This is an optimization exercise on Yosys and OpenROAD, whose aim is small area, a short achievable clock period and few clock cycles per item, not a production implementation.
The RTL was checked by simulation tests, not by an equivalence proof against the original design.
No activity file was given, so power comes from the tool's default toggle rates.

Design rvl_core, start of the top module:
module rvl_core (
    input  wire        clk,
    input  wire        rst,
    input  wire        cmd_valid,
    input  wire [67:0] cmd_word,
    input  wire        enc_in_valid,
    input  wire [15:0] enc_in_data,
    output wire        enc_in_ready,
    output wire        enc_out_valid,
    output wire [7:0]  enc_out_data,
    input  wire        enc_out_ready,
    input  wire        dec_in_valid,
    input  wire [7:0]  dec_in_data,
    output wire        dec_in_ready,
    output wire        dec_out_valid,
    output wire [15:0] dec_out_data,
    input  wire        dec_out_ready,
    input  wire [3:0]  sts_sel,
    output reg  [35:0] sts_data
);
For scale: about 3,800 cells after synthesis, ~490 flip-flops, about 170 I/O pins, roughly 0.031 mm^2 of cells after synthesis.
Settings: LEC_CHECK=0, ABC_CLOCK_PERIOD_IN_PS=5000, CAP_MARGIN=20, CORE_MARGIN=2, CORE_UTILIZATION=40, CTS_CLUSTER_DIAMETER=100, CTS_CLUSTER_SIZE=40, SETUP_SLACK_MARGIN=2.8, SLEW_MARGIN=20; clock period 7.0 ns.
run.sh (not shown) runs the stock make flow with config.mk's settings and CLKGATE_MAP_FILE= SYNTH_SCRIPT=/design/flow/synth_recipe.tcl, a recipe that flattens the netlist after the stock synthesis.
The baseline finished with timing, DRC and antenna clean.
Testbench counts at the start, summed over its fixed seeds: cycles 10,960, items 18,582.
Rerun with:
CORE_UTILIZATION = 60   (was 40)
CTS_CLUSTER_DIAMETER = default   (was 100)
CTS_CLUSTER_SIZE = default   (was 40)
Effect: Non-clock buffer count climbs by 18; routed wire length climbs by 7.4%; flip-flop and latch count is unchanged; clock-buffer cell count climbs by 49; cell area climbs by 1.0%; setup slack degrades by 0.027 ns; critical path depth is unchanged; hold slack degrades by 0.026 ns; final cell count drops by 5.9%; area after synthesis stays the same.

* * *

## v32
rvl_core again, from the RTL that the note above started with.
make LEC_CHECK=0 ABC_CLOCK_PERIOD_IN_PS=5000 CAP_MARGIN=20 CORE_MARGIN=2 CORE_UTILIZATION=40 CTS_BUF_LIST=sky130_fd_sc_hd__clkbuf_8 SETUP_SLACK_MARGIN=2.8 SLEW_MARGIN=20 finish   # period 7.0 ns
Testbench counts of v32, summed over its fixed seeds: cycles 10,960, items 18,582.
What v43 does differently from v32 at the input level:
- GPL_ROUTABILITY_DRIVEN: unset -> 0
- CTS_BUF_LIST: sky130_fd_sc_hd__clkbuf_8 -> unset
- GPL_TIMING_DRIVEN: unset -> 0
### Flow results
- Side by side, core utilization turned out higher in v43 than in v32.
- v32 has a higher maximum clock frequency than v43.
- Of v32 and v43, v32 shows the higher register-to-register path setup slack, with v43 below it.
- Slew at the pin closest to its max-slew limit ends up higher on v43.
- Delta(sequential share of layout area, v43 - v32) < 0
- Worst hold slack in v43 is 5.4 ps below v32.
- On v43: post-detailed-route via-to-cell ratio is about 0.45% higher than what v32 gave.
- Diff v43..v32 | number of unique standard cell types used by synthesis | unchanged
- Against v32, v43 comes in about 3% higher on final cell count.
- Delta (v43 minus v32): clock-buffer cell count moved down, number of setup buffers added after CTS moved up.
diff inputs: v43 => v10
- a deleted GPL_TIMING_DRIVEN that had been 0
- a deleted GPL_ROUTABILITY_DRIVEN that had been 0
Findings:
- v10 finished every step from synthesis to the final layout, and the layout passed the timing, DRC and antenna checks.
- Higher number of antenna violations at the first check in global routing goes to v43 over v10.
- Per the comparison of v10 with v43, area used by sequential logic in the layout did not really move; timing-limited maximum frequency went up; count of non-CTS buffers in the layout went down.
- Side by side, worst setup slack after layout turned out higher in v10 than in v43.
- Compared with v43, v10 shows via count that has gone down by a few percent.
- The lower wire length came out of v10.
- Core utilization delta for v10 relative to v43: 2.5 points lower
- There was hardly any difference in minimum hold slack between v43 and v10.
- On clock latency on the worst-skew pair: between v10 and v43, it ends up higher for v43.
Edits applied to the flow inputs when going from v10 to v39:
- ABC_CLOCK_PERIOD_IN_PS no longer set, was 5000
- SETUP_SLACK_MARGIN now 3.2, was 2.8
- ABC_AREA now 1, previously not set
--- outcome ---
Of the two candidates, v10 has the better worst hold slack and v39 the worse one.
Compared with v10, in v39 power in the clock group went up by about 7%; worst setup slack after layout went up by 14 ps.
v39 reports a higher power share of the combinational group than v10 does.
v39 gives more count of placed standard cells in the final layout, fillers left out than v10 did.

* * *

Starting RTL as in the previous note.
clock: 7.0 ns
lec_check: 0
cap_margin: 20
core_margin: 2
core_utilization: 40
setup_slack_margin: 2.6
slew_margin: 20
Testbench counts at the start, summed over its fixed seeds: cycles 10,960, items 18,582.
Next try:
ABC_CLOCK_PERIOD_IN_PS = 9000   (was not set)
SETUP_SLACK_MARGIN = 2.8   (was 2.6)
=>
- combinational power increases by about 5%
- cell count increases by 1.2%
- core utilization increases by 0.82 points
- setup slack gets better by 0.28 ns
- worst hold slack gets worse by 0.019 ns
- critical path depth increases by 2
- clock skew increases by 0.0037 ns
- total power is about the same
- sequential share of layout area decreases by 0.52 points
- area after synthesis stays the same
Next try:
ABC_CLOCK_PERIOD_IN_PS = 5000   (was 9000)
SETUP_SLACK_MARGIN = 3.0   (was 2.8)
The new run finished with timing, DRC and antenna clean.
Critical path depth is higher by 1.
Final area is higher by about 3.6%.
Clock skew barely changes.
Synthesized area does not change.
Final cell count is higher by 1.7%.
First-iteration DRC count is higher by about 12%.
Next try:
ABC_CLOCK_PERIOD_IN_PS = 3500   (was 5000)
SETUP_SLACK_MARGIN = 3.2   (was 3.0)
The new run completed without violations.
Wire length came out lower by 2.6%.
Power came out higher by 1.2%.
Synthesized cell count does not change.
Fmax came out higher by about 0.45%.
Final area came out higher by about 1.5%.
Cell count is about the same.
Sequential cell count does not change.
Register-to-register slack improved by 0.13 ns.
Utilization came out higher by 0.76 points.
Sequential share of layout area came out lower by 0.43 points.
Clock skew came out higher by 0.010 ns.

* * *

Another version of the RTL of rvl_core (not shown whole).
Size in the first run: ~480 flip-flops, roughly 30000 µm² of cells after synthesis.
==> flow/design.v (excerpt) <==
module rvl_core (
    input  wire        clk,
    input  wire        rst,
    input  wire        cmd_valid,
    input  wire [67:0] cmd_word,
    input  wire        enc_in_valid,
    input  wire [15:0] enc_in_data,
    output wire        enc_in_ready,
    output wire        enc_out_valid,
    output wire [7:0]  enc_out_data,
    input  wire        enc_out_ready,
    input  wire        dec_in_valid,
    input  wire [7:0]  dec_in_data,
    output wire        dec_in_ready,
    output wire        dec_out_valid,
    output wire [15:0] dec_out_data,
    input  wire        dec_out_ready,
    input  wire [3:0]  sts_sel,
    output reg  [35:0] sts_data
);
    localparam [1:0] OP_ENC_START = 2'b00, OP_DEC_START = 2'b01;
    localparam [1:0] CE_OK = 2'd0, CE_RESERVED_OP = 2'd1, CE_BUSY = 2'd2;
    wire [1:0]  cmd_op    = cmd_word[67:66];
    wire [31:0] cmd_count = cmd_word[65:34];
    wire [33:0] cmd_len   = cmd_word[33:0];
    wire enc_busy, dec_busy;
    wire enc_start = cmd_valid && (cmd_op == OP_ENC_START) && !enc_busy;
    wire dec_start = cmd_valid && (cmd_op == OP_DEC_START) && !dec_busy;
    reg [1:0] cmd_err;
    always @(posedge clk) begin
        if (rst)
            cmd_err <= CE_OK;
        else if (cmd_valid) begin
            case (cmd_op)
                OP_ENC_START: cmd_err <= enc_busy ? CE_BUSY : CE_OK;
                OP_DEC_START: cmd_err <= dec_busy ? CE_BUSY : CE_OK;
                default:      cmd_err <= CE_RESERVED_OP;
            endcase
        end
    end
    wire [2:0]  e_state;
    wire [31:0] e_count, e_index;
    wire [33:0] e_bytes;
    wire [2:0]  d_state;
    wire [1:0]  d_err;
    wire [31:0] d_count, d_produced;
    wire [33:0] d_len, d_bytes_in;
    wire [34:0] d_nibbles;
    rvl_enc u_enc (
        .clk(clk), .rst(rst), .start(enc_start), .start_count(cmd_count),
        .busy(enc_busy),
        .in_valid(enc_in_valid), .in_data(enc_in_data), .in_ready(enc_in_ready),
        .out_valid(enc_out_valid), .out_data(enc_out_data), .out_ready(enc_out_ready),
        .st_state(e_state), .st_count(e_count), .st_index(e_index), .st_bytes(e_bytes)
    );
    rvl_dec u_dec (
        .clk(clk), .rst(rst), .start(dec_start), .start_count(cmd_count),
        .start_len(cmd_len), .busy(dec_busy),
  ...
clock: 7.0 ns
lec_check: 0
abc_clock_period_in_ps: 5000
cap_margin: 20
core_margin: 2
core_utilization: 40
setup_slack_margin: 2.8
slew_margin: 20
tns_end_percent: 5
Testbench counts at the start, summed over its fixed seeds: cycles 10,960, items 18,582.
Then changed:
Settings changed: SETUP_SLACK_MARGIN 2.8 to 2.95, TNS_END_PERCENT 5 to default.
After rerunning: The new run ran to the end with no violations. Non-clock buffer count climbs by 66. Final cell count climbs by 1.3%. Sequential power hardly moves. Global-route usage climbs by 0.70 points. Count of clock-buffer cells in the layout drops by 7. Final area climbs by 3.7%.
Then changed:
Settings changed: CTS_CLUSTER_DIAMETER from default to 60, CTS_CLUSTER_SIZE from default to 30, SETUP_SLACK_MARGIN 2.95 to 2.8.
Effect:
- first-iteration DRC count goes up by 11%
- power shrinks by 4.6%
- non-clock buffer count shrinks by 56
- synthesized area is unchanged
- final cell count goes down by 1.4%
- cell area is lower by 3.5%
- setup slack degrades by 0.013 ns
- routed wire length decreases by 5.5%
- maximum frequency decreases by 0.30%
- sequential power barely changes
- via count came out lower by 1.9%

[re-timing with driven ports]
In the flow no input, the clock included, has a driving cell. The finished layouts below were timed again as built, in two steps. Step 1 assumes that a clkbuf_16 drives the clock port and a buf_2 every other input. Step 2 times the ports against the registers' clock, not the clock port: input delays grow and output delays shrink by t, the midpoint of the rising clock arrivals with the driver on. a / b / c = ideal / step 1 / step 2; a / b = the first two.
run	shift t [ns]	setup slack, ns	worst setup path at the end	latest minus earliest clock arrival (ns)
the first run of note 1	0.702	2.728 / 2.666 / 2.270	input to register	0.053 / 0.053
the second run of note 1	0.692	2.701 / 2.595 / 2.204	input to register	0.023 / 0.022
v32	0.744	2.757 / 2.641 / 2.234	input to register	0.077 / 0.077
v43	0.701	2.592 / 2.537 / 2.193	input to register	0.065 / 0.065
v10	0.687	2.764 / 2.701 / 2.276	input to register	0.042 / 0.042
v39	0.716	2.778 / 2.718 / 2.674	input to register	0.027 / 0.027
the first run of note 3	0.692	2.483 / 2.444 / 2.157	input to register	0.039 / 0.038
the second run of note 3	0.687	2.764 / 2.701 / 2.276	input to register	0.042 / 0.042
the third run of note 3	0.695	2.778 / 2.722 / 2.402	input to register	0.045 / 0.045
the fourth run of note 3	0.691	2.797 / 2.733 / 2.503	input to register	0.052 / 0.052
the first run of note 4	0.703	2.477 / 2.377 / 2.036	input to register	0.055 / 0.055
the second run of note 4	0.702	2.697 / 2.641 / 2.439	input to register	0.021 / 0.021
the third run of note 4	0.683	2.684 / 2.567 / 2.300	input to register	0.026 / 0.026
After both steps every run listed still meets setup and hold. For v32, which loses most, drivers alone change the setup slack by -0.116 ns; drivers and shift together by -0.523 ns.
